This design comes from an exercise in tuning for a short achievable clock period and few clock cycles on the open sky130 flow, not from production work. Only simulation tests tie the RTL to the original design; equivalence was not proved. Power figures rest on the tool's default switching activity, not on a simulated workload.

===== flow/design.v =====
module lzdec (
    input  wire        clk,
    input  wire        rst,
    input  wire        start,
    input  wire [2:0]  fmt,
    input  wire [15:0] in_len,
    input  wire [15:0] max_out,
    output reg         in_re,
    output reg  [15:0] in_addr,
    input  wire [7:0]  in_rdata,
    output reg         out_re,
    output reg  [15:0] out_raddr,
    input  wire [7:0]  out_rdata,
    output reg         out_we,
    output reg  [15:0] out_waddr,
    output reg  [7:0]  out_wdata,
    output reg  [1:0]  state,
    output reg  [2:0]  err,
    output reg  [15:0] out_len
);
    localparam ST_IDLE  = 2'd0;
    localparam ST_BUSY  = 2'd1;
    localparam ST_DONE  = 2'd2;
    localparam ST_ERROR = 2'd3;
    localparam E_TRUNC   = 3'd1;
    localparam E_BACKREF = 3'd2;
    localparam E_HUFFTAB = 3'd3;
    localparam E_OUTSIZE = 3'd5;
    localparam E_CMDINV  = 3'd6;
    localparam S_BAD   = 0;
    localparam N_HDR   = 1;
    localparam N_RAW   = 2;
    localparam N_TOK   = 3;
    localparam N_PAIR  = 4;
    localparam N_PAIR2 = 5;
    localparam N_J1    = 6;
    localparam N_J2    = 7;
    localparam P_TOK   = 8;
    localparam P_X8    = 9;
    localparam P_X32   = 10;
    localparam P_CHK   = 11;
    localparam H_INIT  = 12;
    localparam H_TAB   = 13;
    localparam H_TW    = 14;
    localparam H_LIM   = 15;    
    localparam H_KR    = 16;
    localparam H_DEC   = 17;
    localparam N_PAIRC = 18;
    localparam P_PC    = 19;
    localparam NPS     = 20;
    localparam K_LIT  = 2'd0;
    localparam K_COPY = 2'd1;
    localparam K_END  = 2'd2;
    localparam SRC_LIT = 2'd0;
    localparam SRC_MEM = 2'd1;
    localparam SRC_H0  = 2'd2;    
    localparam SRC_H1  = 2'd3;    
    integer i, j;
    reg        go;
    reg        rst_q;        
    reg [2:0]  c_fmt;
    reg [15:0] c_len;
    reg [15:0] c_max;
    wire       start_acc = (state != ST_BUSY) && start;
    reg [15:0] rp;           
    reg        v1;           
    reg        v2;           
    reg [7:0]  in_q;
    reg [7:0]  fb [0:7];     
    reg [3:0]  fcnt;
    reg        fge1, fge2, fge4;
    reg        pf_on;
    reg [NPS-1:0] ps;
    reg [15:0] rem_in;       
    reg        in0, inlt2, inlt4, in4;
    reg [16:0] vout;         
    reg [16:0] vrem;         
    reg        vmax;         
    reg [12:0] rem_ch;       
    reg        chz, chlt2;
    reg [12:0] pcnt;         
    reg        pfull4k;
    reg [3:0]  lb_r;         
    reg        jt;           
    reg [15:0] jtarget;      
    reg        flush_r;
    reg [12:0] raw_left;
    reg        raw1;
    reg [7:0]  flags;
    reg [3:0]  nfl;
    reg        nfl0;
    reg [15:0] praw;
    reg [13:0] poff;
    reg [16:0] plen;
    reg [31:0] ind;
    reg [5:0]  nind;
    reg        nind0;
    reg [3:0]  hL [0:255];    
    reg [7:0]  hR [0:255];    
    reg [8:0]  cnt [1:15];
    reg [6:0]  hj;
    reg        hj127;
    reg        tabv, tabv2;
    reg [15:0] ladd_r [1:14];
    reg [22:0] ladd15_r;
    reg [7:0]  tabbyte;
    reg [22:0] lim15;         
    reg [15:0] lim [1:14];    
    reg [63:0] bb;            
    reg [6:0]  nb;            
    reg [6:0]  nbc;           
    reg [15:1] nbcge;         
    reg [15:1] hoh;           
    reg        hrf;           
    reg [15:0] hleft;        
    reg        hz, hone;     
    reg        d2v, d2e;
    reg [2:0]  d2c;
    reg [15:1] d2oh;
    reg [14:0] d2w;
    reg        d3v, d3e;
    reg [2:0]  d3c;
    reg [3:0]  d3n;
    reg [7:0]  d3r;
    reg        d4v, d4e;
    reg [2:0]  d4c;
    reg [255:0] d4m;
    reg        sv;
    reg [1:0]  s_k;
    reg [7:0]  s_lit;
    reg [15:0] s_src;
    reg [16:0] s_len;
    reg [1:0]  s_sel;
    reg [2:0]  s_code;
    reg [1:0]  qk   [0:7];
    reg [7:0]  qlit [0:7];
    reg [15:0] qsrc [0:7];
    reg [16:0] qlen [0:7];
    reg [1:0]  qsel [0:7];
    reg [2:0]  qcode[0:7];
    reg [2:0]  qhead, qtail;
    reg        qne;           
    reg [3:0]  qn;
    reg [3:0]  occ;           
    wire       ofull = occ[3];
    reg        a_run;
    reg        cur_v;
    reg [1:0]  cur_k;
    reg [7:0]  cur_lit;
    reg [1:0]  cur_sel;
    reg [15:0] cur_raddr;
    reg [16:0] cur_rem;
    reg        cur_last;
    reg [2:0]  cur_code;
    reg [15:0] room;
    reg        room0;
    reg [15:0] apos;
    reg        b_v, b_f;
    reg [1:0]  b_sel;
    reg [7:0]  b_lit;
    reg [15:0] b_pos;
    reg [2:0]  b_code;
    reg        c_v, c_f;
    reg [1:0]  c_sel;
    reg [7:0]  c_lit;
    reg [15:0] c_pos;
    reg [2:0]  c_code;
    reg [7:0]  h0, h1;       
    wire [15:0] w16 = {fb[1], fb[0]};
    wire [31:0] w32 = {fb[3], fb[2], fb[1], fb[0]};
    wire [15:0] psrc = vout[15:0] - {2'b00, poff};
    wire [1:0]  psel = (poff == 14'd1) ? SRC_H0 : (poff == 14'd2) ? SRC_H1 : SRC_MEM;
    wire [11:0] q12 = (pcnt == 13'd0) ? 12'd0 : (pcnt[11:0] - 12'd1);
    reg  [3:0]  lbits;
    always @* begin
        if      (q12[11]) lbits = 4'd4;
        else if (q12[10]) lbits = 4'd5;
        else if (q12[9])  lbits = 4'd6;
        else if (q12[8])  lbits = 4'd7;
        else if (q12[7])  lbits = 4'd8;
        else if (q12[6])  lbits = 4'd9;
        else if (q12[5])  lbits = 4'd10;
        else if (q12[4])  lbits = 4'd11;
        else              lbits = 4'd12;
    end
    wire [15:0] lmask   = (16'd1 << lb_r) - 16'd1;
    wire [15:0] pofield = praw >> lb_r;
    wire [15:0] plfield = praw & lmask;
    wire [16:0] x32len = (|w32[31:17]) ? 17'h1FFFF :
                         (({1'b0, w32[16:0]} + 18'd3) > 18'h1FFFF) ? 17'h1FFFF :
                         (w32[16:0] + 17'd3);
    wire nh_go   = ps[N_HDR] && !ofull;
    wire a_h0    = nh_go && in0;                             
    wire a_htr   = nh_go && !in0 && inlt2;                   
    wire a_hrd   = nh_go && !inlt2 && fge2;                  
    wire h_zero  = (w16 == 16'd0);
    wire a_hend  = a_hrd && h_zero;                          
    wire a_hraw  = a_hrd && !h_zero && !w16[15];
    wire a_hcmp  = a_hrd && !h_zero && w16[15];
    wire nr_go   = ps[N_RAW] && !ofull;
    wire a_rtr   = nr_go && in0;
    wire a_rlit  = nr_go && !in0 && fge1;
    wire nt_go   = ps[N_TOK] && !ofull;
    wire a_tch   = nt_go && chz;
    wire a_tj    = nt_go && !chz && pfull4k;
    wire nt_t    = nt_go && !chz && !pfull4k;
    wire a_ftr   = nt_t && nfl0 && in0;
    wire a_flag  = nt_t && nfl0 && !in0 && fge1;
    wire a_ltr   = nt_t && !nfl0 && !flags[0] && in0;
    wire a_lit   = nt_t && !nfl0 && !flags[0] && !in0 && fge1;
    wire a_ptr   = nt_t && !nfl0 && flags[0] && (inlt2 || chlt2);
    wire a_pair  = nt_t && !nfl0 && flags[0] && !inlt2 && !chlt2 && fge2;
    wire a_jtr   = ps[N_J1] && !ofull && jt;
    wire a_jmp   = ps[N_J1] && !ofull && !jt;
    wire n2_go   = ps[N_PAIR2] && !ofull;
    reg  pbad;              
    wire a_pbad  = n2_go && pbad;
    wire a_pcpy  = n2_go && !pbad;
    wire pt_go   = ps[P_TOK] && !ofull;
    wire a_pdone = pt_go && (vmax || in0);
    wire pt_t    = pt_go && !vmax && !in0;
    wire a_itr   = pt_t && nind0 && inlt4;
    wire a_ind   = pt_t && nind0 && !inlt4 && fge4;
    wire a_iend  = a_ind && in4;
    wire a_plit  = pt_t && !nind0 && !ind[0] && fge1;
    wire a_mtr   = pt_t && !nind0 && ind[0] && inlt2;
    wire a_m     = pt_t && !nind0 && ind[0] && !inlt2 && fge2;
    wire m_lc7   = (w16[15:13] == 3'd7);
    wire x8_go   = ps[P_X8] && !ofull;
    wire a_x8tr  = x8_go && in0;
    wire a_x8    = x8_go && !in0 && fge1;
    wire x8_ff   = (fb[0] == 8'hFF);
    wire x32_go  = ps[P_X32] && !ofull;
    wire a_x32tr = x32_go && inlt4;
    wire a_x32   = x32_go && !inlt4 && fge4;
    wire pc_go   = ps[P_CHK] && !ofull;
    reg  pcbad;             
    wire a_pcbad = pc_go && pcbad;
    wire a_pccpy = pc_go && !pcbad;
    wire hi_go   = ps[H_INIT] && !ofull;
    wire a_hi0   = hi_go && (c_max == 16'd0);
    wire a_hitr  = hi_go && (c_max != 16'd0) && (rem_in < 16'd128);
    wire a_hiok  = hi_go && (c_max != 16'd0) && (rem_in >= 16'd128);
    wire a_tab   = ps[H_TAB] && fge1;
    wire kbad    = (lim15 != 23'h8000);
    wire a_kbad  = ps[H_KR] && !ofull && kbad;
    wire a_kok   = ps[H_KR] && !ofull && !kbad;
    wire a_bad   = ps[S_BAD] && !ofull;
    wire        hrefill = ps[H_DEC] && hrf && fge2 && !inlt2;
    wire        d1_ok   = ps[H_DEC] && !ofull;
    wire        d2sym   = d2v && !d2e;
    wire        hzero   = hz || (hone && d2sym);
    wire        d1_end  = d1_ok && hzero;
    wire        d1_try  = d1_ok && !hzero;
    reg  [15:1] hsel;
    reg         dvalid;
    always @* begin
        dvalid = 1'b0;
        for (i = 1; i <= 15; i = i + 1) begin
            hsel[i] = d1_try && hoh[i] && nbcge[i];
            if (hoh[i] && nbcge[i]) dvalid = 1'b1;
        end
    end
    wire        d1_sym  = d1_try && dvalid;
    wire        d1_trn  = d1_try && !dvalid && inlt2 && (nbc == nb);
    wire        hissue  = d1_end || d1_sym || d1_trn;
    wire        hnosel  = !(|hsel);
    reg  [15:1] cand [0:15];
    reg  [15:0] ctge;
    reg  [14:0] cwin;
    always @* begin
        for (j = 0; j < 16; j = j + 1) begin
            cwin = bb[63-j -: 15];
            ctge[0] = 1'b1;
            for (i = 1; i <= 14; i = i + 1)
                ctge[i] = (({1'b0, cwin} >> (15 - i)) >= (lim[i] & ((17'd1 << (i + 1)) - 17'd1)));
            ctge[15] = 1'b0;
            for (i = 1; i <= 15; i = i + 1)
                cand[j][i] = ctge[i-1] & ~ctge[i];
        end
    end
    wire [63:0] bb_ins = hrefill ? (bb | ({w16, 48'd0} >> nb)) : bb;
    wire [6:0]  nb_ins = hrefill ? (nb + 7'd16) : nb;
    reg  [63:0] bb_nx;
    reg  [6:0]  nb_nx, nbc_nx;
    reg  [15:1] nbcge_nx;
    reg  [30:1] nbge;         
    always @* begin
        for (i = 1; i <= 30; i = i + 1)
            nbge[i] = (nb >= i);
    end
    reg  [15:1] hoh_nx;
    reg         hrf_nx;
    always @* begin
        bb_nx  = hnosel ? bb_ins : 64'd0;
        nb_nx  = hnosel ? nb_ins : 7'd0;
        nbc_nx = hnosel ? nb : 7'd0;
        nbcge_nx = hnosel ? nbge[15:1] : 15'd0;
        hoh_nx = hnosel ? cand[0] : 15'd0;
        hrf_nx = hnosel ? (nb_ins <= 7'd48) : 1'b0;
        for (i = 1; i <= 15; i = i + 1)
            if (hsel[i]) begin
                bb_nx  = bb_nx  | (bb_ins << i);
                nb_nx  = nb_nx  | (nb_ins - i[6:0]);
                nbc_nx = nbc_nx | (nb - i[6:0]);
                nbcge_nx = nbcge_nx | nbge[i + 1 +: 15];
                hoh_nx = hoh_nx | cand[i];
                hrf_nx = hrf_nx | ((nb_ins - i[6:0]) <= 7'd48);
            end
    end
    wire k1 = a_rlit | a_flag | a_lit | a_plit | a_x8 | a_tab;
    wire k2 = a_hrd | a_pair | a_m | hrefill;
    wire k4 = a_ind | a_x32;
    wire push_lit  = a_rlit | a_lit | a_plit;
    wire copy_go   = n2_go | pc_go;
    wire push_copy = a_pcpy | a_pccpy;
    wire push_end  = a_h0 | a_htr | a_hend | a_rtr | a_ftr | a_ltr | a_ptr | a_jtr |
                     a_pdone | a_itr | a_iend | a_mtr | a_x8tr | a_x32tr |
                     a_hi0 | a_hitr | a_kbad | a_bad;
    wire push      = push_lit | copy_go | push_end;
    wire [2:0] pcode =
        ({3{a_htr | a_rtr | a_ftr | a_ltr | a_ptr | a_jtr | a_itr | a_mtr | a_x8tr |
            a_x32tr | a_hitr}} & E_TRUNC) |
        ({3{a_pbad | a_pcbad}} & E_BACKREF) |
        ({3{a_kbad}} & E_HUFFTAB) |
        ({3{a_bad}} & E_CMDINV);
    wire [1:0] pk = push_lit ? K_LIT : push_copy ? K_COPY : K_END;
    reg [NPS-1:0] n_ps;
    always @* begin
        n_ps[S_BAD]   = ps[S_BAD] && ofull;
        n_ps[N_HDR]   = (ps[N_HDR] && !(a_h0 | a_htr | a_hrd)) ||
                        (a_rlit && raw1) || a_tch || ps[N_J2];
        n_ps[N_RAW]   = (ps[N_RAW] && !(a_rtr | (a_rlit && raw1))) || a_hraw;
        n_ps[N_TOK]   = (ps[N_TOK] && !(a_tch | a_tj | a_ftr | a_ltr | a_ptr | a_pair)) ||
                        a_hcmp || a_pcpy;
        n_ps[N_PAIR]  = a_pair;
        n_ps[N_PAIRC] = ps[N_PAIR];
        n_ps[N_PAIR2] = ps[N_PAIRC] || (ps[N_PAIR2] && ofull);
        n_ps[N_J1]    = (ps[N_J1] && ofull) || a_tj;
        n_ps[N_J2]    = a_jmp;
        n_ps[P_TOK]   = (ps[P_TOK] && !(a_pdone | a_itr | a_iend | a_mtr | a_m)) || a_pccpy;
        n_ps[P_X8]    = (ps[P_X8] && !(a_x8tr | a_x8)) || (a_m && m_lc7);
        n_ps[P_X32]   = (ps[P_X32] && !(a_x32tr | a_x32)) || (a_x8 && x8_ff);
        n_ps[P_PC]    = (a_m && !m_lc7) || (a_x8 && !x8_ff) || a_x32;
        n_ps[P_CHK]   = (ps[P_CHK] && ofull) || ps[P_PC];
        n_ps[H_INIT]  = ps[H_INIT] && ofull;
        n_ps[H_TAB]   = (ps[H_TAB] && !(a_tab && hj127)) || a_hiok;
        n_ps[H_TW]    = a_tab && hj127;
        n_ps[H_LIM]   = ps[H_TW];
        n_ps[H_KR]    = ps[H_LIM] || (ps[H_KR] && ofull);
        n_ps[H_DEC]   = (ps[H_DEC] && !(d1_end | d1_trn)) || a_kok;
    end
    wire [16:0] vout_inc  = vout + {16'd0, push_lit};
    wire [16:0] vout_nx   = copy_go ? (vout + plen) : vout_inc;
    wire        vmax_nx   = copy_go ? (vrem == plen) : push_lit ? (vrem == 17'd1) : vmax;
    wire [16:0] vrem_nx   = copy_go ? (vrem - plen) : (vrem - {16'd0, push_lit});
    reg [15:0] rem_nx;
    reg        in0_nx, inlt2_nx, inlt4_nx, in4_nx;
    always @* begin
        rem_nx = rem_in; in0_nx = in0; inlt2_nx = inlt2; inlt4_nx = inlt4; in4_nx = in4;
        if (k1) begin
            rem_nx = rem_in - 16'd1;
            in0_nx = (rem_in == 16'd1); inlt2_nx = (rem_in < 16'd3);
            inlt4_nx = (rem_in < 16'd5); in4_nx = (rem_in == 16'd5);
        end
        if (k2) begin
            rem_nx = rem_in - 16'd2;
            in0_nx = (rem_in == 16'd2); inlt2_nx = (rem_in < 16'd4);
            inlt4_nx = (rem_in < 16'd6); in4_nx = (rem_in == 16'd6);
        end
        if (k4) begin
            rem_nx = rem_in - 16'd4;
            in0_nx = (rem_in == 16'd4); inlt2_nx = (rem_in < 16'd6);
            inlt4_nx = (rem_in < 16'd8); in4_nx = (rem_in == 16'd8);
        end
    end
    wire [15:0] rem_jmp = rem_in - {3'd0, rem_ch};
    reg [7:0] fb_nx [0:7];
    always @* begin
        for (i = 0; i < 8; i = i + 1) begin
            fb_nx[i] = (i < fcnt) ? fb[i] : in_q;
            if (k1) fb_nx[i] = (i + 1 < fcnt) ? fb[(i + 1) & 7] : in_q;
            if (k2) fb_nx[i] = (i + 2 < fcnt) ? fb[(i + 2) & 7] : in_q;
            if (k4) fb_nx[i] = (i + 4 < fcnt) ? fb[(i + 4) & 7] : in_q;
        end
    end
    wire [3:0] fv0 = fcnt + {3'd0, v2};
    wire [3:0] fv1 = fv0 - 4'd1;
    wire [3:0] fv2 = fv0 - 4'd2;
    wire [3:0] fv4 = fv0 - 4'd4;
    wire [3:0] fcnt_nx = k1 ? fv1 : k2 ? fv2 : k4 ? fv4 : fv0;
    wire fge1_nx = k1 ? (fv0 >= 4'd2) : k2 ? (fv0 >= 4'd3) : k4 ? (fv0 >= 4'd5) : (fv0 >= 4'd1);
    wire fge2_nx = k1 ? (fv0 >= 4'd3) : k2 ? (fv0 >= 4'd4) : k4 ? (fv0 >= 4'd6) : (fv0 >= 4'd2);
    wire fge4_nx = k1 ? (fv0 >= 4'd5) : k2 ? (fv0 >= 4'd6) : k4 ? (fv0 >= 4'd8) : (fv0 >= 4'd4);
    wire issue_rd = pf_on && ({1'b0, fcnt} + {4'd0, v2} + {4'd0, v1} + {4'd0, in_re} <= 5'd7);
    wire [3:0]  ta = tabbyte[3:0];
    wire [3:0]  tb = tabbyte[7:4];
    reg  [7:0]  rank_a, rank_b;
    always @* begin
        rank_a = 8'd0;
        rank_b = 8'd0;
        for (i = 1; i <= 15; i = i + 1) begin
            if (ta == i[3:0]) rank_a = cnt[i][7:0];
            if (tb == i[3:0]) rank_b = cnt[i][7:0];
        end
        if (ta == tb) rank_b = rank_b + 8'd1;
    end
    reg [15:0] ladd [1:14];
    reg [22:0] ladd15;
    always @* begin
        for (i = 1; i <= 14; i = i + 1)
            if (ta == tb)
                ladd[i] = (ta != 4'd0 && ta <= i) ? (16'd1 << (i - ta + 1)) : 16'd0;
            else
                ladd[i] = ((ta != 4'd0 && ta <= i) ? (16'd1 << (i - ta)) : 16'd0) |
                          ((tb != 4'd0 && tb <= i) ? (16'd1 << (i - tb)) : 16'd0);
        if (ta == tb)
            ladd15 = (ta != 4'd0) ? (23'd1 << (16 - ta)) : 23'd0;
        else
            ladd15 = ((ta != 4'd0) ? (23'd1 << (15 - ta)) : 23'd0) |
                     ((tb != 4'd0) ? (23'd1 << (15 - tb)) : 23'd0);
    end
    reg [7:0] d2c8, d2f8;
    reg [3:0] d2n;
    always @* begin
        d2c8 = 8'd0;
        d2f8 = 8'd0;
        d2n  = 4'd0;
        for (i = 1; i <= 15; i = i + 1)
            if (d2oh[i]) begin
                d2c8 = d2c8 | (d2w >> (15 - i));
                if (i > 1) d2f8 = d2f8 | {lim[i-1][6:0], 1'b0};
                d2n  = d2n | i[3:0];
            end
    end
    reg [255:0] d3m;
    always @* begin
        for (i = 0; i < 256; i = i + 1)
            d3m[i] = (hL[i] == d3n) && (hR[i] == d3r);
    end
    reg [7:0] d4sym;
    always @* begin
        d4sym = 8'd0;
        for (i = 0; i < 256; i = i + 1)
            if (d4m[i]) d4sym = d4sym | i[7:0];
    end
    reg [7:0] c_val;
    always @* begin
        case (c_sel)
            SRC_LIT: c_val = c_lit;
            SRC_MEM: c_val = out_rdata;
            SRC_H0:  c_val = h0;
            default: c_val = h1;
        endcase
    end
    wire a_act  = a_run && cur_v;
    wire a_byte = a_act && (cur_k != K_END);
    wire a_emit = a_byte && !room0;
    wire a_ovf  = a_byte && room0;
    wire a_fin  = a_act && ((cur_k == K_END) || room0);
    wire a_free = !cur_v || (a_emit && cur_last);
    wire a_load = a_run && !a_fin && a_free && qne;
    always @(posedge clk) begin
        rst_q <= rst;
        if (rst) begin
            state   <= ST_IDLE;
            err     <= 3'd0;
            out_len <= 16'd0;
            go      <= 1'b0;
            b_v     <= 1'b0;
            b_f     <= 1'b0;
            c_v     <= 1'b0;
            c_f     <= 1'b0;
            out_we  <= 1'b0;
        end else begin
            go <= start_acc;
            if (start_acc) begin
                state <= ST_BUSY;
                err   <= 3'd0;
            end else if (c_f) begin
                state   <= (c_code == 3'd0) ? ST_DONE : ST_ERROR;
                err     <= c_code;
            end
            if (c_f)
                out_len <= (c_code == 3'd0) ? c_pos : 16'd0;
            if (rst_q || go) begin
                b_v <= 1'b0;
                b_f <= 1'b0;
                c_v <= 1'b0;
                c_f <= 1'b0;
            end else begin
                b_v <= a_emit;
                b_f <= a_fin;
                c_v <= b_v;
                c_f <= b_f;
            end
            out_we <= c_v;
        end
    end
    always @(posedge clk) begin
        if (rst_q) begin
            in_re   <= start_acc;
            v1      <= 1'b0;
            v2      <= 1'b0;
            pf_on   <= 1'b0;
            ps      <= {NPS{1'b0}};
            sv      <= 1'b0;
            qn      <= 4'd0;
            qne     <= 1'b0;
            occ     <= 4'd0;
            a_run   <= 1'b0;
            cur_v   <= 1'b0;
            out_re  <= 1'b0;
            d2v     <= 1'b0;
            d3v     <= 1'b0;
            d4v     <= 1'b0;
        end else begin
            v1 <= in_re && !flush_r && !start_acc;
            v2 <= v1 && !flush_r && !start_acc;
            if (go) pf_on <= 1'b1;
            else if (c_f) pf_on <= 1'b0;
            in_re <= start_acc || go || flush_r || issue_rd;
            if (go) begin
                ps <= {NPS{1'b0}};
                case (c_fmt)
                    3'd0: ps[N_HDR]  <= 1'b1;
                    3'd1: ps[P_TOK]  <= 1'b1;
                    3'd2: ps[H_INIT] <= 1'b1;
                    default: ps[S_BAD] <= 1'b1;
                endcase
            end else if (c_f)
                ps <= {NPS{1'b0}};
            else
                ps <= n_ps;
            d2v <= !go && hissue;
            d3v <= !go && d2v;
            d4v <= !go && d3v;
            if (go) begin
                sv  <= 1'b0;
                qn  <= 4'd0;
                qne <= 1'b0;
                occ <= 4'd0;
            end else begin
                sv  <= push || d4v;
                qn  <= qn + {3'd0, sv} - {3'd0, a_load};
                qne <= sv || (qne && !(a_load && (qn == 4'd1)));
                occ <= occ + {3'd0, push || hissue} - {3'd0, a_load};
            end
            if (go) begin
                a_run <= 1'b1;
                cur_v <= 1'b0;
                out_re <= 1'b0;
            end else begin
                if (a_fin) a_run <= 1'b0;
                if (a_load) cur_v <= 1'b1;
                else if (a_free) cur_v <= 1'b0;
                out_re <= a_emit && (cur_k == K_COPY) && (cur_sel == SRC_MEM);
            end
        end
    end
    always @(posedge clk) begin
        if (state != ST_BUSY) begin
            c_fmt <= fmt;
            c_len <= in_len;
            c_max <= max_out;
        end
        in_q <= in_rdata;
        if (state != ST_BUSY) begin
            in_addr <= 16'd0;
            rp      <= 16'd1;
        end else if (flush_r) begin
            in_addr <= jtarget;
            rp      <= jtarget + 16'd1;
        end else if (go || issue_rd) begin
            in_addr <= rp;
            rp      <= rp + 16'd1;
        end
        for (i = 0; i < 8; i = i + 1) fb[i] <= fb_nx[i];
        if (go || flush_r) begin
            fcnt <= 4'd0;
            fge1 <= 1'b0;
            fge2 <= 1'b0;
            fge4 <= 1'b0;
        end else begin
            fcnt <= fcnt_nx;
            fge1 <= fge1_nx;
            fge2 <= fge2_nx;
            fge4 <= fge4_nx;
        end
        if (go) begin
            rem_in <= c_len;
            in0    <= (c_len == 16'd0);
            inlt2  <= (c_len < 16'd2);
            inlt4  <= (c_len < 16'd4);
            in4    <= (c_len == 16'd4);
            vout   <= 17'd0;
            vrem   <= {1'b0, c_max};
            vmax   <= (c_max == 16'd0);
            nind   <= 6'd0;
            nind0  <= 1'b1;
            flush_r <= 1'b0;
        end else begin
            vout    <= vout_nx;
            vrem    <= vrem_nx;
            vmax    <= vmax_nx;
            flush_r <= a_jmp && !rst_q;
            if (a_jmp) begin
                rem_in <= rem_jmp;
            end else if (ps[N_J2]) begin
                in0    <= (rem_in == 16'd0);
                inlt2  <= (rem_in < 16'd2);
                inlt4  <= (rem_in < 16'd4);
                in4    <= (rem_in == 16'd4);
            end else begin
                rem_in <= rem_nx;
                in0    <= in0_nx;
                inlt2  <= inlt2_nx;
                inlt4  <= inlt4_nx;
                in4    <= in4_nx;
            end
            if (a_ind) begin
                ind   <= w32;
                nind  <= 6'd32;
                nind0 <= 1'b0;
            end else if (a_plit || a_m) begin
                ind   <= ind >> 1;
                nind  <= nind - 6'd1;
                nind0 <= (nind == 6'd1);
            end
        end
        if (a_hraw) begin
            raw_left <= {1'b0, w16[11:0]} + 13'd1;
            raw1     <= (w16[11:0] == 12'd0);
        end else if (a_rlit) begin
            raw_left <= raw_left - 13'd1;
            raw1     <= (raw_left == 13'd2);
        end
        if (a_hcmp) begin
            rem_ch  <= {1'b0, w16[11:0]} + 13'd1;
            chz     <= 1'b0;
            chlt2   <= (w16[11:0] == 12'd0);
            pcnt    <= 13'd0;
            pfull4k <= 1'b0;
            nfl     <= 4'd0;
            nfl0    <= 1'b1;
        end else begin
            if (a_flag || a_lit) begin
                rem_ch <= rem_ch - 13'd1;
                chz    <= (rem_ch == 13'd1);
                chlt2  <= (rem_ch < 13'd3);
            end else if (a_pair) begin
                rem_ch <= rem_ch - 13'd2;
                chz    <= (rem_ch == 13'd2);
                chlt2  <= (rem_ch < 13'd4);
            end
            if (a_lit) begin
                pcnt    <= pcnt + 13'd1;
                pfull4k <= (pcnt == 13'd4095);
            end else if (n2_go) begin
                pcnt    <= pcnt + plen[12:0];
                pfull4k <= (pcnt + plen[12:0] == 13'd4096);
            end
            if (a_flag) begin
                flags <= fb[0];
                nfl   <= 4'd8;
                nfl0  <= 1'b0;
            end else if (a_lit || a_pair) begin
                flags <= flags >> 1;
                nfl   <= nfl - 4'd1;
                nfl0  <= (nfl == 4'd1);
            end
        end
        lb_r    <= lbits;
        jt      <= ({3'd0, rem_ch} > rem_in);
        jtarget <= c_len - rem_in + {3'd0, rem_ch};
        if (a_pair) praw <= w16;
        pbad  <= (poff > {1'b0, pcnt}) || ({4'd0, pcnt} + plen > 17'd4096);
        pcbad <= ({3'd0, poff} > vout);
        if (ps[N_PAIR]) begin
            poff <= {2'b00, pofield[11:0]} + 14'd1;
            plen <= {5'd0, plfield[11:0]} + 17'd3;
        end else if (a_m) begin
            poff <= {1'b0, w16[12:0]} + 14'd1;
            plen <= {14'd0, w16[15:13]} + 17'd3;
        end else if (a_x8) begin
            plen <= {9'd0, fb[0]} + 17'd10;
        end else if (a_x32) begin
            plen <= x32len;
        end
        if (d4v) begin
            s_k    <= d4e ? K_END : K_LIT;
            s_lit  <= d4sym;
            s_code <= d4c;
        end else begin
            s_k    <= pk;
            s_lit  <= fb[0];
            s_code <= pcode;
        end
        s_src <= psrc;
        s_len <= copy_go ? plen : 17'd1;
        s_sel <= psel;
        if (sv) begin
            qk[qtail]    <= s_k;
            qlit[qtail]  <= s_lit;
            qsrc[qtail]  <= s_src;
            qlen[qtail]  <= s_len;
            qsel[qtail]  <= s_sel;
            qcode[qtail] <= s_code;
        end
        if (go) begin
            qhead <= 3'd0;
            qtail <= 3'd0;
        end else begin
            if (sv) qtail <= qtail + 3'd1;
            if (a_load) qhead <= qhead + 3'd1;
        end
        if (ps[H_INIT]) begin
            for (i = 1; i < 16; i = i + 1) cnt[i] <= 9'd0;
            hj    <= 7'd0;
            hj127 <= 1'b0;
            for (i = 1; i < 15; i = i + 1) lim[i] <= 16'd0;
            lim15 <= 23'd0;
            hleft <= c_max;
            hz    <= (c_max == 16'd0);
            hone  <= (c_max == 16'd1);
        end
        tabv    <= a_tab;
        tabbyte <= fb[0];
        if (tabv) begin
            for (i = 0; i < 254; i = i + 1) begin
                hL[i] <= hL[i + 2];
                hR[i] <= hR[i + 2];
            end
            hL[254] <= ta;
            hL[255] <= tb;
            hR[254] <= rank_a;
            hR[255] <= rank_b;
            for (i = 1; i < 16; i = i + 1)
                cnt[i] <= cnt[i] + {8'd0, (ta == i[3:0])} + {8'd0, (tb == i[3:0])};
            for (i = 1; i < 15; i = i + 1)
                ladd_r[i] <= ladd[i];
            ladd15_r <= ladd15;
        end
        tabv2 <= tabv && !go;
        if (tabv2) begin
            for (i = 1; i < 15; i = i + 1)
                lim[i] <= lim[i] + ladd_r[i];
            lim15 <= lim15 + ladd15_r;
        end
        if (a_tab) begin
            hj    <= hj + 7'd1;
            hj127 <= (hj == 7'd126);
        end
        if (ps[H_KR]) begin
            bb  <= 64'd0;
            nb  <= 7'd0;
            nbc <= 7'd0;
            nbcge <= 15'd0;
            hrf <= 1'b1;
            hoh <= 15'd0;
        end else begin
            bb  <= bb_nx;
            nb  <= nb_nx;
            nbc <= nbc_nx;
            nbcge <= nbcge_nx;
            hoh <= hoh_nx;
            hrf <= hrf_nx;
        end
        if (d2sym) begin
            hleft <= hleft - 16'd1;
            hz    <= (hleft == 16'd1);
            hone  <= (hleft == 16'd2);
        end
        d2e  <= d1_end || d1_trn;
        d2c  <= d1_trn ? E_TRUNC : 3'd0;
        d2oh <= hoh;
        d2w  <= bb[63:49];
        d3e <= d2e;
        d3c <= d2c;
        d3n <= d2n;
        d3r <= d2c8 - d2f8;
        d4e <= d3e;
        d4c <= d3c;
        d4m <= d3m;
        if (a_load) begin
            cur_k     <= qk[qhead];
            cur_lit   <= qlit[qhead];
            cur_sel   <= qsel[qhead];
            cur_raddr <= qsrc[qhead];
            cur_rem   <= qlen[qhead];
            cur_last  <= (qk[qhead] != K_COPY);
            cur_code  <= qcode[qhead];
        end else if (a_emit) begin
            cur_raddr <= cur_raddr + 16'd1;
            cur_rem   <= cur_rem - 17'd1;
            cur_last  <= (cur_rem == 17'd2);
        end
        if (go) begin
            room  <= c_max;
            room0 <= (c_max == 16'd0);
            apos  <= 16'd0;
        end else if (a_emit) begin
            room  <= room - 16'd1;
            room0 <= (room == 16'd1);
            apos  <= apos + 16'd1;
        end
        out_raddr <= cur_raddr;
        b_sel  <= (cur_k == K_LIT) ? SRC_LIT : cur_sel;
        b_lit  <= cur_lit;
        b_pos  <= apos;
        b_code <= a_ovf ? E_OUTSIZE : cur_code;
        c_sel  <= b_sel;
        c_lit  <= b_lit;
        c_pos  <= b_pos;
        c_code <= b_code;
        out_waddr <= c_pos;
        out_wdata <= c_val;
        if (c_v) begin
            h0 <= c_val;
            h1 <= h0;
        end
    end
endmodule

===== flow/flow/run.sh =====
#!/bin/bash
# Layout flow: the standard ORFS layout (standard.sh: unchanged synthesis,
# floorplan, placement, CTS, routing). Synthesis and floorplan run with the
# settings of config.mk; placement, CTS and routing then run with a larger
# setup margin for ORFS's repair_timing, so that it keeps sizing and
# buffering paths well below the 11 ns clock. The clock period and all
# constraints stay the design's. Each step's output goes to its own log.
set -euo pipefail
bash standard.sh floorplan > standard_floorplan.log 2>&1
bash standard.sh SETUP_SLACK_MARGIN=7.5 finish > standard_finish.log 2>&1

===== flow/standard.sh =====
#!/bin/bash
# synth_recipe.tcl (not shown) runs the flow's synth.tcl, then flattens the netlist and writes it again
# the make line also repeats each setting of config.mk as NAME=value (left out here)
make -C /OpenROAD-flow-scripts/flow DESIGN_CONFIG=/design/flow/config.mk WORK_HOME=/design/flow/orfs CLKGATE_MAP_FILE= SYNTH_SCRIPT=/design/flow/synth_recipe.tcl "${@:-finish}"

===== flow/config.mk =====
export PLATFORM = sky130hd
export DESIGN_NAME = lzdec
export DESIGN_NICKNAME = lzdec
export VERILOG_FILES = /design/flow/design.v
export SDC_FILE = /design/flow/constraint.sdc
export NUM_CORES = 4
export LEC_CHECK = 0
export ABC_CLOCK_PERIOD_IN_PS = 3500
export CAP_MARGIN = 20
export CORE_MARGIN = 2
export CORE_UTILIZATION = 40
export SETUP_SLACK_MARGIN = 5
export SLEW_MARGIN = 20

===== flow/constraint.sdc =====
create_clock -name core_clock -period 11.0 [get_ports {clk}]
set_input_delay 2.2000 -clock core_clock [delete_from_list [all_inputs] [get_ports {clk}]]
set_output_delay 2.2000 -clock core_clock [all_outputs]
set_load 0.01 [all_outputs]

==> out/metrics.csv, run 1 <==
metric,value,unit
status,"complete, no violations",
synth_area,0.270,sq mm
drive_above_1_share,11.1,%
critical_path.max_fanout,2,
slew_headroom,17.5,%
fin_worst_skew,0.0571,ns
grt_pass1_wl,1260,mm
nFillCells,60174,
firstDrtPassIters,9,
min_period,3.77,ns
hold_path.class,register to register,
synth-seq-cells,5010,
vias_per_cell,5.94,
coreArea,0.671,sq mm
numPortBuffers,133,
antenna_found_initial,42,
cp_num_buf_inv,1,
p_per_area,161,mW/mm^2
nNetsFinal,25429,
core.rowCount,301,
cp_top_family,flip-flops,
synth_cell_types,105,
cts_tree,yes,
drt_iter0_markers,22325,
ys_async_sr_fraction,0,%
regToRegStartpoint,nbc[1]$_SDFF_PP0_,
htreeDepth,6,
r2r_slack,7.43,ns
synth_edf_count,4165,
post-route-drc-count,0,
hold_viol,0,
worstMarginPinSlew,1.23,ns
ir_worst_vdd,0.175,mV
crit_type,register to output pin,
grt_start_max_net_pins,182,
ys.flop_type,edfxtp_1,
synth_area_per_cell,11.9,sq um
area_growth,14.3,%
clk_latency,1.07,ns
yosys_warnings,10,
ant_nets,0,
cp-end-kind,output pin,
worstPathRequired,8.80,ns
die_x,825,microns
worstHoldStart,b_lit[7]$_DFF_P_,
maxCapViolations,0,
grt_pass1_vias,188141,
clk_pin_slew,0.06,ns
critical_path_arrival,1.57,ns
cts_hold_buf,0,
tns,0,ns
slowest_delay,0.41,ns
worst_hold_slack,0.309,ns
vias,193214,
worstSetupStartpointType,register,
slew_viol_final,0,
ys_seq_area_share,52.7,%
max_freq,0.265,GHz
synthCells,22652,
fin_crit_sh,34.3,%
cp_slowest_cell,dfxtp_4,
grt_overflow,0,
cts_root_buffer,clkbuf_16,
cts_inserted_buffers,535,
rsz0062_at_grt,yes,
reg2regPathDepth,11,
finalWeightedCongestion,0.939,
finalWirelength,866,mm
track_usage,24.3,%
start_util,40.1,%
hold-path-cell-count,0,
die_height,825,microns
min_to,c_lit[7]$_DFF_P_,
io-pin-count,134,
cp_cell_sequence,buf_6,
p_leak,0.101,uW
cts.sinks,5010,
r2r_end,bb[48]$_SDFF_PP0_,
routedWlPerCell,26.6,microns
dieArea,0.680,sq mm
post-dp-hpwl,558,mm
clk_path_buf_depth,4,
setup_viol,0,
==> cell usage after synthesis, types with 130 or more instances <==
| cell type | instances | area (sq um) |
|---|---|---|
| a22oi_1 | 148 | 1110 |
| clkbuf_1 | 754 | 2830 |
| nor4_1 | 286 | 1790 |
| a21o_1 | 262 | 1970 |
| nand4_1 | 930 | 5820 |
| inv_1 | 534 | 2000 |
| buf_1 | 298 | 1120 |
| mux4_2 | 130 | 2930 |
| o22ai_1 | 498 | 3120 |
| a211oi_1 | 219 | 1640 |
| ha_1 | 2182 | 27300 |
| a21oi_1 | 991 | 4960 |
| nand2b_1 | 258 | 1610 |
| and3_1 | 166 | 1040 |
| mux2i_1 | 241 | 2410 |
| nand3_1 | 477 | 2390 |
| nor2b_1 | 209 | 1310 |
| xnor2_1 | 3404 | 29800 |
| nand2_1 | 955 | 3580 |
| dfxtp_1 | 845 | 16900 |
| nor2_1 | 1264 | 4740 |
| a31oi_1 | 167 | 1040 |
| nor3_1 | 622 | 3110 |
| edfxtp_1 | 4165 | 125000 |
| xor2_1 | 186 | 1630 |
| and2_1 | 192 | 1200 |
| o21ai_0 | 701 | 3510 |
==> cells in the final DEF (no fill, tap or decap), types with 498 or more instances in the layout <==
cell type	instances
clkbuf_16	571
ha_1	2144
o22ai_1	498
nor2_1	1225
o21ai_0	671
nand2_1	937
buf_4	689
a21oi_1	951
xnor2_1	3397
nand4_1	930
nor3_1	604
edfxtp_1	4165
dfxtp_1	712
==> power breakdown <==
group / total (uW) / internal (uW) / switching, uW
combinational: 9940 / 3730 / 6210
clock: 18500 / 10700 / 7820
sequential: 21100 / 20600 / 479
total: 49600 / 35000 / 14500
==> registers in the layout, indices dropped and copies added, names as in the netlist, 20 cells and up, named ones only <==
| name | cells |
|---|---|
| bb | 64 |
| cnt | 120 |
| d4m | 255 |
| fb | 64 |
| hL | 1020 |
| hR | 2040 |
| ind | 32 |
| ladd15_r | 23 |
| ladd_r | 134 |
| lim | 134 |
| lim15 | 23 |
| ps | 20 |
| qcode | 24 |
| qlen | 136 |
| qlit | 64 |
| qsrc | 128 |
==> how the worst max path moves through the flow <==
stage / endpoint / slack [ns] / depth (start not counted) / from
after floorplan: cnt[10][0]$_SDFFCE_PN0P_ / -12.60 / 2 / tabv$_DFF_P_
after global placement: ladd_r[4][6]$_DFFE_PP_ / 5.62 / 13 / tabbyte[1]$_DFF_P_
after detailed placement: ladd_r[4][1]$_DFFE_PP_ / 5.67 / 13 / tabbyte[1]$_DFF_P_
after CTS: in_re / 7.14 / 1 / in_re$_DFF_P_
after global routing: in_re / 7.17 / 1 / in_re$_DFF_P_
final: in_re / 7.23 / 1 / in_re$_DFF_P_
==> cells by family (layout without fill, tap and decap cells) <==
family | Yosys count | count (layout) | synth area share (%)
AO/OA/AOI/OAI | 4057 | 4057 | 9.83
XOR/XNOR | 3590 | 3591 | 11.7
adder cells (fa/ha/maj) | 2236 | 2236 | 10.5
buffers and inverters | 1651 | 2573 | 2.33
flip-flops | 5010 | 5010 | 52.7
multiplexers | 410 | 410 | 2.15
other | 1 | 28 | 0.00139
AND/OR/NAND/NOR | 5697 | 5707 | 10.8
==> per-stage QoR <==
| step | cells | setup WS, ns | utilization, % | total power [uW] | cell area [sq um] |
|---|---|---|---|---|---|
| 5_1_grt | 32533 | 7.17 | 45.9 | 51300 | 308000 |
| 2_1_floorplan | 22658 | -12.60 | - | 27400 | 270000 |
| 3_5_place_dp | 31093 | 5.67 | 42.0 | 30300 | 282000 |
| 4_1_cts | 32296 | 7.14 | 45.3 | 49300 | 304000 |
| 6_report | 32550 | 7.23 | 45.9 | 49600 | 308000 |
| 3_3_place_gp | 31091 | 5.62 | 42.0 | 30200 | 282000 |
==> layout make-up <==
type                       count  area (sq um)  area share [%]
clock inverter               218          2580           0.836
tap                         8938         11200            3.63
sequential                  5010        142000            46.2
multi-input combinational  16008        124000            40.2
antenna                       21          52.6          0.0171
timing repair buffer        1032         10300            3.34
clock buffer                 771         15400            4.99
inverter                     552          2300           0.748
==> repair_timing <==
| item | in CTS | in global routing |
|---|---|---|
| endpoints found under the setup margin | 2033 | 1135 |
| buffers inserted | 193 | 217 |
| gates cloned | 21 | 16 |
| gates resized for setup | 988 | 331 |
| pin swaps | 40 | 81 |
==> metal layers <==
| metal | vias up | part of all wire, % | track usage, % |
|---|---|---|---|
| met2 | 9039 | 45 | 38.2 |
| met4 | 12 | 5.1 | 10.2 |
| met3 | 2400 | 8.6 | 5.05 |
| met5 | - | 0.017 | 0.0847 |
| met1 | 95642 | 42 | 32.7 |
| li1 | 86121 | - | - |
Testbench counts, summed over its fixed seeds: cycles 313,753.
==> inputs of run 2 (changes only) <==
--- a/flow/design.v
+++ b/flow/design.v
@@ -573,5 +573,5 @@
             rp      <= jtarget + 16'd1;
-        end else if (go || issue_rd) begin
+        end else begin
             in_addr <= rp;
-            rp      <= rp + 16'd1;
+            if (go || issue_rd) rp <= rp + 16'd1;
         end
--- a/flow/config.mk
+++ b/flow/config.mk
@@ -10,3 +10,4 @@
 export CORE_MARGIN = 2
-export CORE_UTILIZATION = 40
+export CORE_UTILIZATION = 50
+export PLACE_DENSITY = 0.65
 export SETUP_SLACK_MARGIN = 5
==> run 2 against run 1 <==
Effect of this change: setup slack got worse by 0.054 ns; maximum frequency is 1.4% lower; synthesized area about the same; final cell count shrank 5.1%; sequential share of layout area increased by 0.39 points; largest cell class unchanged.
==> out/metrics.csv, run 2 <==
metric,value,unit,change
status,"complete, no violations",,unchanged
cts_inserted_buffers,538,,was 535
multi_input_area,0.124,sq mm,about the same
ant_nets,0,,unchanged
finalWeightedCongestion,0.948,,was 0.939
pre_cts_ws,5.46,ns,was 5.67 ns
fin_worst_skew,0.0717,ns,was 0.0571 ns
reg2regPathDepth,15,,was 11
max_freq,0.262,GHz,was 0.265 GHz
slowest_delay,0.42,ns,was 0.41 ns
tns,0,ns,unchanged
clk_latency,1.10,ns,was 1.07 ns
worstHoldStart,cur_lit[4]$_DFFE_PP_,,was b_lit[7]$_DFF_P_
crit_type,register to output pin,,unchanged
layout_common_cells,"edfxtp_1 (4165), xnor2_1 (3403), ha_1 (2149)",,"was edfxtp_1 (4165), xnor2_1 (3397), ha_1 (2144)"
gr-usage-met3,6.04,%,was 5.05%
grt_overflow,0,,unchanged
synth_cell_types,107,,was 105
ir_worst_vdd,0.186,mV,was 0.175 mV
min_period,3.82,ns,was 3.77 ns
die_height,738,microns,was 825 microns
rsz0062_at_grt,yes,,unchanged
final_util,56.9,%,was 45.9%
grt_use_met1,40.1,%,was 32.7%
maxCapViolations,0,,unchanged
slew_headroom,10.5,%,was 17.5%
routedWlPerCell,27.1,microns,was 26.6 microns
nNetsFinal,25513,,was 25429
grt_start_max_net_pins,191,,was 182
cts_tree,yes,,unchanged
synth_area_per_cell,11.9,sq um,about the same
critical_path.max_fanout,1,,was 2
grt_pass1_wl,1220,mm,was 1260 mm
synth_area,0.269,sq mm,was 0.270 sq mm
antenna_found_initial,39,,was 42
hold_viol,0,,unchanged
fin_crit_sh,34.7,%,was 34.3%
stdcell_count,30876,,was 32550
regToRegStartpoint,hoh[1]$_SDFF_PP0_,,was nbc[1]$_SDFF_PP0_
reg_top3,"hR: 2040 flops, hL: 1020 flops, d4m: 255 flops",,unchanged
numPortBuffers,133,,unchanged
vias_per_cell,6.28,,was 5.94
final_common_cell,edfxtp_1,,unchanged
r2r_end,occ[3]$_SDFF_PP0_,,was bb[48]$_SDFF_PP0_
cp_num_buf_inv,1,,unchanged
coreArea,0.537,sq mm,was 0.671 sq mm
cp_cell_sequence,buf_6,,unchanged
drive_above_1_share,11.1,%,about the same
ys_async_sr_fraction,0,%,unchanged
synth_top_cell_area_share,46.4,%,about the same
place_inst,29375,,was 31093
hold_path.class,register to register,,unchanged
grt.busiest_layer,met2,,unchanged
cp_slowest_cell,dfxtp_4,,unchanged
seqCellArea,0.142,sq mm,about the same
cp-end-kind,output pin,,unchanged
largest_register_ffs,2040,,unchanged
hold-path-cell-count,0,,unchanged
die_x,738,microns,was 825 microns
drt_iter0_markers,24127,,was 22325
synthCells,22730,,was 22652
final.setup.worst_slack,7.18,ns,was 7.23 ns
yosys_warnings,10,,unchanged
clk_path_buf_depth,4,,unchanged
vias,193826,,was 193214
start_util,50.2,%,was 40.1%
critical_path_arrival,1.62,ns,was 1.57 ns
post-dp-hpwl,541,mm,was 558 mm
clk_pin_slew,0.06,ns,about the same
gr-usage-met2,45.4,%,was 38.2%
p_per_area,162,mW/mm^2,was 161 mW/mm^2
synth-seq-cells,5010,,unchanged
io-pin-count,134,,unchanged
track_usage,29.5,%,was 24.3%
grt_pass1_vias,187813,,was 188141
r2r_slack,7.40,ns,was 7.43 ns
synth_edf_count,4165,,unchanged
cts.sinks,5010,,unchanged
nFillCells,43692,,was 60174
ys_seq_area_share,52.7,%,about the same
worst_hold_slack,0.304,ns,was 0.309 ns
core.rowCount,269,,was 301
p_leak,0.101,uW,about the same
post-route-drc-count,0,,unchanged
slew_viol_final,0,,unchanged
dieArea,0.545,sq mm,was 0.680 sq mm
top_register,hR,,unchanged
yosys-top-cells-area,"edfxtp_1 (46%), xnor2_1 (11%), ha_1 (10%), dfxtp_1 (6.3%), nand4_1 (2.2%)",,unchanged
cp_top_family,flip-flops,,unchanged
finalWirelength,837,mm,was 866 mm
min_to,b_lit[4]$_DFF_P_,,was c_lit[7]$_DFF_P_
worstMarginPinSlew,1.33,ns,was 1.23 ns
setup_viol,0,,unchanged
worstSetupStartpointType,register,,unchanged
cp.depth,1,,unchanged
htreeDepth,6,,unchanged
worstPathRequired,8.80,ns,about the same
area_growth,13.3,%,was 14.3%
yosysMostFrequentCell,edfxtp_1,,unchanged
ys.flop_type,edfxtp_1,,unchanged
cts_root_buffer,clkbuf_16,,unchanged
synth_common_cells,"edfxtp_1 (4165), xnor2_1 (3411), ha_1 (2185)",,"was edfxtp_1 (4165), xnor2_1 (3404), ha_1 (2182)"
synth_top_cell_by_area,edfxtp_1,,unchanged
firstDrtPassIters,17,,was 9
[run 2: changes by cell type in the layout (fill, tap and decap cells not counted), sizes merged, moves of 22 or more]
| cell | delta |
|---|---|
| clkbuf | -38 |
| nor3 | +26 |
| nor2 | -26 |
| a21o | +22 |
| o211ai | -35 |
| nand2 | +178 |
| o21ai | +33 |
| clkinv | +39 |
| o21a | -27 |
| nand3 | -34 |
| a311oi | +68 |
| mux2i | -66 |
| a211oi | -22 |
[run 2: area by class of cell]
cell class,count,area share (%)
tap,7181,2.94
multi-input combinational,16080,40.5
antenna,23,0.0189
sequential,5010,46.6
clock inverter,259,0.911
clock buffer,733,4.91
inverter,550,0.762
timing repair buffer,1039,3.33
timing repair inverter,1,0.00164
[run 2: repair_timing]
action | in CTS | in global routing
cloned | 10 | 18
setup endpoints to repair | 1932 | 1699
resized for setup | 814 | 409
hold buffers | 0 | 0
buffers inserted | 210 | 246
pin swaps | 60 | 104
[run 2: power breakdown]
part | switching, uW | internal, uW | leakage (uW)
Clock | 7810 | 10400 | 0.00868
Sequential | 491 | 20600 | 0.0385
Combinational | 6140 | 3880 | 0.0539
Total | 14400 | 34900 | 0.101
[run 2: cell families (layout without fill, tap and decap cells)]
kind of cell    Yosys count  in the layout  synth area share [%]
simple gates           5865           5869                  11.1
flops                  5010           5010                  52.7
compound gates         4020           4020                  9.74
xor+xnor               3590           3590                  11.7
fa+ha+maj              2239           2239                  10.5
buf+inv                1650           2582                  2.33
mux                     355            355                  1.93
other cells               1             30               0.00139
[run 2: routing by layer]
metal | routed length (microns) | vias to the layer above
met2 | 369000 | 9740
met4 | 47800 | 18
met5 | 128 | -
li1 | - | 86250
met3 | 78100 | 2580
met1 | 342000 | 95238
[run 2: worst max path at each step]
stage	from	end	slack, ns
6_report	out_re$_SDFF_PP0_	out_re	7.18
5_1_grt	out_re$_SDFF_PP0_	out_re	7.12
4_1_cts	out_re$_SDFF_PP0_	out_re	7.07
3_5_place_dp	tabbyte[0]$_DFF_P_	ladd_r[4][0]$_DFFE_PP_	5.46
3_3_place_gp	tabbyte[0]$_DFF_P_	ladd_r[4][0]$_DFFE_PP_	5.50
2_1_floorplan	tabv$_DFF_P_	cnt[10][0]$_SDFFCE_PN0P_	-12.60
[run 2: stage by stage]
step | power (uW) | cell area (sq um)
CTS | 49100 | 301000
floorplan | 27700 | 269000
global route | 51000 | 305000
finish | 49300 | 305000
detailed placement | 30500 | 280000
global placement | 30400 | 280000
Testbench counts of run 2, summed over its fixed seeds: cycles 313,753.
==> inputs of run 3 (changes only) <==
--- a/flow/design.v
+++ b/flow/design.v
@@ -63,3 +63,5 @@
     reg [15:0] c_max;
-    wire       start_acc = (state != ST_BUSY) && start;
+    reg        busy;         
+    reg        in_re_i;      
+    wire       start_acc = !busy && start;
     reg [15:0] rp;           
@@ -394,3 +396,3 @@
     wire fge4_nx = k1 ? (fv0 >= 4'd5) : k2 ? (fv0 >= 4'd6) : k4 ? (fv0 >= 4'd8) : (fv0 >= 4'd4);
-    wire issue_rd = pf_on && ({1'b0, fcnt} + {4'd0, v2} + {4'd0, v1} + {4'd0, in_re} <= 5'd7);
+    wire issue_rd = pf_on && ({1'b0, fcnt} + {4'd0, v2} + {4'd0, v1} + {4'd0, in_re_i} <= 5'd7);
     wire [3:0]  ta = tabbyte[3:0];
@@ -466,2 +468,3 @@
             state   <= ST_IDLE;
+            busy    <= 1'b0;
             err     <= 3'd0;
@@ -478,2 +481,3 @@
                 state <= ST_BUSY;
+                busy  <= 1'b1;
                 err   <= 3'd0;
@@ -481,2 +485,3 @@
                 state   <= (c_code == 3'd0) ? ST_DONE : ST_ERROR;
+                busy    <= 1'b0;
                 err     <= c_code;
@@ -517,3 +522,3 @@
         end else begin
-            v1 <= in_re && !flush_r && !start_acc;
+            v1 <= in_re_i && !flush_r && !start_acc;
             v2 <= v1 && !flush_r && !start_acc;
@@ -561,3 +566,3 @@
     always @(posedge clk) begin
-        if (state != ST_BUSY) begin
+        if (!busy) begin
             c_fmt <= fmt;
@@ -567,3 +572,4 @@
         in_q <= in_rdata;
-        if (state != ST_BUSY) begin
+        in_re_i <= start_acc || go || flush_r || issue_rd;
+        if (!busy) begin
             in_addr <= 16'd0;
--- a/flow/config.mk
+++ b/flow/config.mk
@@ -10,4 +10,3 @@
 export CORE_MARGIN = 2
-export CORE_UTILIZATION = 50
-export PLACE_DENSITY = 0.65
+export CORE_UTILIZATION = 40
 export SETUP_SLACK_MARGIN = 5
==> run 3 against run 2 <==
Effect of this change: global-route usage fell by 5.0 points; combinational power shrank 8%; critical endpoint is now vout[14]$_SDFF_PP0_; highest routed layer unchanged; clock power rose by 3%; count of clock-buffer cells in the layout grew 32; first-iteration DRC count is 4.6% lower; via count is 0.42% lower; still clean on timing, DRC and antenna; maximum frequency grew 1.3%; sequential power barely moved; clock skew grew 0.030 ns; non-clock buffer count fell by 22; flip-flop and latch count grew 2; synthesized area barely moved.
==> out/metrics.csv, run 3 <==
metric,value,unit,change
grt.busiest_layer,met2,,unchanged
ys_seq_area_share,52.7,%,about the same
worstSetupStartpoint,pfull4k$_SDFFE_PP0P_,,was out_re$_SDFF_PP0_
htreeDepth,6,,unchanged
ir_worst_vdd,0.179,mV,was 0.186 mV
min_period,3.77,ns,was 3.82 ns
top_register,hR,,unchanged
p_comb_share,18.8,%,was 20.3%
status,"complete, no violations",,unchanged
gr-usage-met3,4.47,%,was 6.04%
fin_worst_skew,0.102,ns,was 0.0717 ns
grt_overflow,0,,unchanged
track_usage,24.5,%,was 29.5%
worstPathRequired,11.92,ns,was 8.80 ns
synth_area_per_cell,11.9,sq um,about the same
dieArea,0.680,sq mm,was 0.545 sq mm
worstSetupStartpointType,register,,unchanged
cts_tree,yes,,unchanged
tns,0,ns,unchanged
io-pin-count,134,,unchanged
hold_viol,0,,unchanged
clk_pin_slew,0.07,ns,was 0.06 ns
intPower,34900,uW,about the same
antenna_found_initial,43,,was 39
clk_path_buf_depth,4,,unchanged
p_per_area,160,mW/mm^2,was 162 mW/mm^2
grt_pass1_vias,188069,,was 187813
p_clk_share,38.4,%,was 37.0%
critical_path.max_fanout,3,,was 1
p_leak,0.102,uW,was 0.101 uW
synth_common_cells,"edfxtp_1 (4165), xnor2_1 (3397), ha_1 (2179)",,"was edfxtp_1 (4165), xnor2_1 (3411), ha_1 (2185)"
synth_top_cell_by_area,edfxtp_1,,unchanged
post-route-drc-count,0,,unchanged
switching_share,28.9,%,was 29.3%
synthCells,22558,,was 22730
synth_area,0.269,sq mm,about the same
vias,193004,,was 193826
cts_inserted_buffers,551,,was 538
yosys_warnings,10,,unchanged
clk_latency,1.12,ns,was 1.10 ns
yosysMostFrequentCell,edfxtp_1,,unchanged
rsz0062_at_grt,yes,,unchanged
start_util,40.1,%,was 50.2%
synth-seq-cells,5012,,was 5010
ant_nets,0,,unchanged
synth_cell_types,112,,was 107
maxCapViolations,0,,unchanged
final_common_cell,edfxtp_1,,unchanged
numPortBuffers,133,,unchanged
finish.instance_area,0.308,sq mm,was 0.305 sq mm
grt_use_met1,33.2,%,was 40.1%
routedWlPerCell,26.8,microns,was 27.1 microns
die_x,824,microns,was 738 microns
layout_common_cells,"edfxtp_1 (4165), xnor2_1 (3389), ha_1 (2149)",,"was edfxtp_1 (4165), xnor2_1 (3403), ha_1 (2149)"
cts_hold_buf,0,,unchanged
drive_above_1_share,11.4,%,was 11.1%
nNetsFinal,25336,,was 25513
finalWeightedCongestion,0.935,,was 0.948
die_height,824,microns,was 738 microns
cts_root_buffer,clkbuf_16,,unchanged
area_growth,14.3,%,was 13.3%
cts.sinks,5012,,was 5010
core.rowCount,301,,was 269
finalWirelength,869,mm,was 837 mm
post_dp_cell_area,0.282,sq mm,was 0.280 sq mm
vias_per_cell,5.94,,was 6.28
grt_start_max_net_pins,216,,was 191
worstHoldStart,cur_lit[1]$_DFFE_PP_,,was cur_lit[4]$_DFFE_PP_
coreArea,0.671,sq mm,was 0.537 sq mm
yosys-top-cells-area,"edfxtp_1 (46%), xnor2_1 (11%), ha_1 (10%), dfxtp_1 (6.3%), nand4_1 (2.2%)",,unchanged
regToRegStartpoint,pfull4k$_SDFFE_PP0P_,,was hoh[1]$_SDFF_PP0_
slew_viol_final,0,,unchanged
fin_crit_sh,34.3,%,was 34.7%
drt_iter0_markers,23008,,was 24127
post-dp-hpwl,555,mm,was 541 mm
setup_viol,0,,unchanged
r2r_slack,7.23,ns,was 7.40 ns
max_freq,0.265,GHz,was 0.262 GHz
gr-usage-met2,38.6,%,was 45.4%
synth_top_cell_area_share,46.4,%,about the same
crit_type,register to register,,was register to output pin
cp-end-kind,register,,was output pin
grt_pass1_wl,1270,mm,was 1220 mm
largest_register_ffs,2040,,unchanged
critical_path_arrival,4.69,ns,was 1.62 ns
worstMarginPinSlew,1.17,ns,was 1.33 ns
synth_edf_count,4165,,unchanged
power.switching,14200,uW,was 14400 uW
ys.flop_type,edfxtp_1,,unchanged
ys_async_sr_fraction,0,%,unchanged
slew_headroom,21.4,%,was 10.5%
hold_path.class,register to register,,unchanged
p_seq_share,42.8,%,was 42.7%
firstDrtPassIters,12,,was 17
reg_top3,"hR: 2040 flops, hL: 1020 flops, d4m: 255 flops",,unchanged
## run 3: cell count changes after synthesis, sizes merged, moves of 20 or more
cell and change:
o21ai +25, nor2 -52, o21a +32, nor3 -49
a31oi +40, a21o +28, nand2 -168, a211oi -21
o211ai +34, mux2 +33, a21oi -57, a222oi +20
## run 3: metrics by stage
stage / instances / hold WS (ns) / utilization [%] / power [uW] / setup slack (ns)
finish: 32473 / 0.310 / 45.8 / 49100 / 7.23
global route: 32457 / 0.326 / 45.8 / 50800 / 7.09
CTS: 32227 / 0.304 / 45.3 / 48900 / 7.14
detailed placement: 30982 / 0.312 / 42.0 / 29700 / 5.53
global placement: 30980 / 0.312 / 42.0 / 29600 / 5.61
floorplan: 22564 / 0.310 / - / 27000 / -12.60
## run 3: worst paths after layout
path,cells after the start,end
max reg2reg,18,vout[14]$_SDFF_PP0_
min reg2reg,0,b_lit[1]$_DFF_P_
min,0,b_lit[1]$_DFF_P_
max,18,vout[14]$_SDFF_PP0_
## run 3: kinds of logic after synthesis
group	Yosys count	share of synthesized area, %
AND/OR/NAND/NOR	5572	10.6
flip-flops	5012	52.7
multiplexers	388	2.09
XOR/XNOR	3585	11.7
adder cells (fa/ha/maj)	2233	10.5
buffers and inverters	1660	2.34
other	1	0.00139
AO/OA/AOI/OAI	4107	10.0
## run 3: critical path, cell delays in order, from the launching register on
cell and delay [ns]:
dfxtp_4 0.35, or4b_4 0.55, or4_4 0.46, buf_12 0.15, nand3_4 0.09, nor2_4 0.06
nor2_2 0.08, ha_2 0.19, inv_2 0.05, fa_2 0.36, nor2b_2 0.15, o21ai_2 0.08
a21oi_2 0.22, o41ai_2 0.10, o21ai_1 0.23, o41ai_2 0.11, o21ai_2 0.19, xnor2_1 0.14
nor2_1 0.05
## run 3: layer usage
metal	share of wire, %	up-vias	wire [microns]
met5	0.016	-	138
met4	5.1	20	44300
met3	8.5	2334	73800
met2	45	9260	388000
met1	42	95516	363000
li1	-	85874	-
## run 3: power groups by stage
stage | logic (uW) | registers, uW | clock network [uW]
3_3_place_gp | 8210 | 21400 | 0
4_1_cts | 8740 | 21000 | 19200
6_report | 9220 | 21000 | 18800
2_1_floorplan | 5710 | 21300 | 0
5_1_grt | 9840 | 21000 | 19900
3_5_place_dp | 8270 | 21400 | 0
## run 3: repair_timing
item                                     CTS  global route
endpoints found under the setup margin  1012          1020
gates cloned                              22             9
setup buffers                            205           216
pin swaps                                 67            73
resized for setup                        877           337
## run 3: final cells by class
class | instances | area [sq um]
Antenna cell | 21 | 52.6
Clock buffer | 765 | 15300
Clock inverter | 253 | 2990
Fill cell | 60440 | 363000
Inverter | 564 | 2370
Multi-Input combinational cell | 15901 | 123000
Sequential cell | 5012 | 142000
Tap cell | 8938 | 11200
Timing Repair Buffer | 1017 | 9960
Timing Repair inverter | 2 | 10.0
Testbench counts of run 3, summed over its fixed seeds: cycles 313,753.

[static timing again, ports no longer ideal]
No port has a modelled driver above. Below, the same layouts with a new extraction and two added sets of constraints.
Step 1 sets driving cells, clkbuf_16 on the clock port and buf_2 on the other inputs (assumed; they add their load-dependent delay and slew).
Step 2 times the ports against the registers' clock, not the clock port: input delays grow and output delays shrink by t, the midpoint of the rising clock arrivals with the driver on.
Three values: no drivers, after step 1, after step 2; two values: the first two.
run | t (ns) | slack for setup (ns) | hold WS [ns] | worst register clock-pin slew, ns | pins driven straight from the clock port
run 1 | 1.173 | 7.232 / 7.096 / 6.954 | 0.309 / 0.309 / 0.309 | 0.08 / 0.08 | 1
run 2 | 1.187 | 7.179 / 7.055 / 6.753 | 0.304 / 0.304 / 0.304 | 0.07 / 0.07 | 1
run 3 | 1.210 | 7.229 / 7.089 / 6.988 | 0.310 / 0.310 / 0.310 | 0.08 / 0.08 | 1
After both steps setup and hold are still met in every run listed. The setup slack of run 2, which loses most, moves by -0.124 ns with the drivers and by -0.426 ns with both steps.
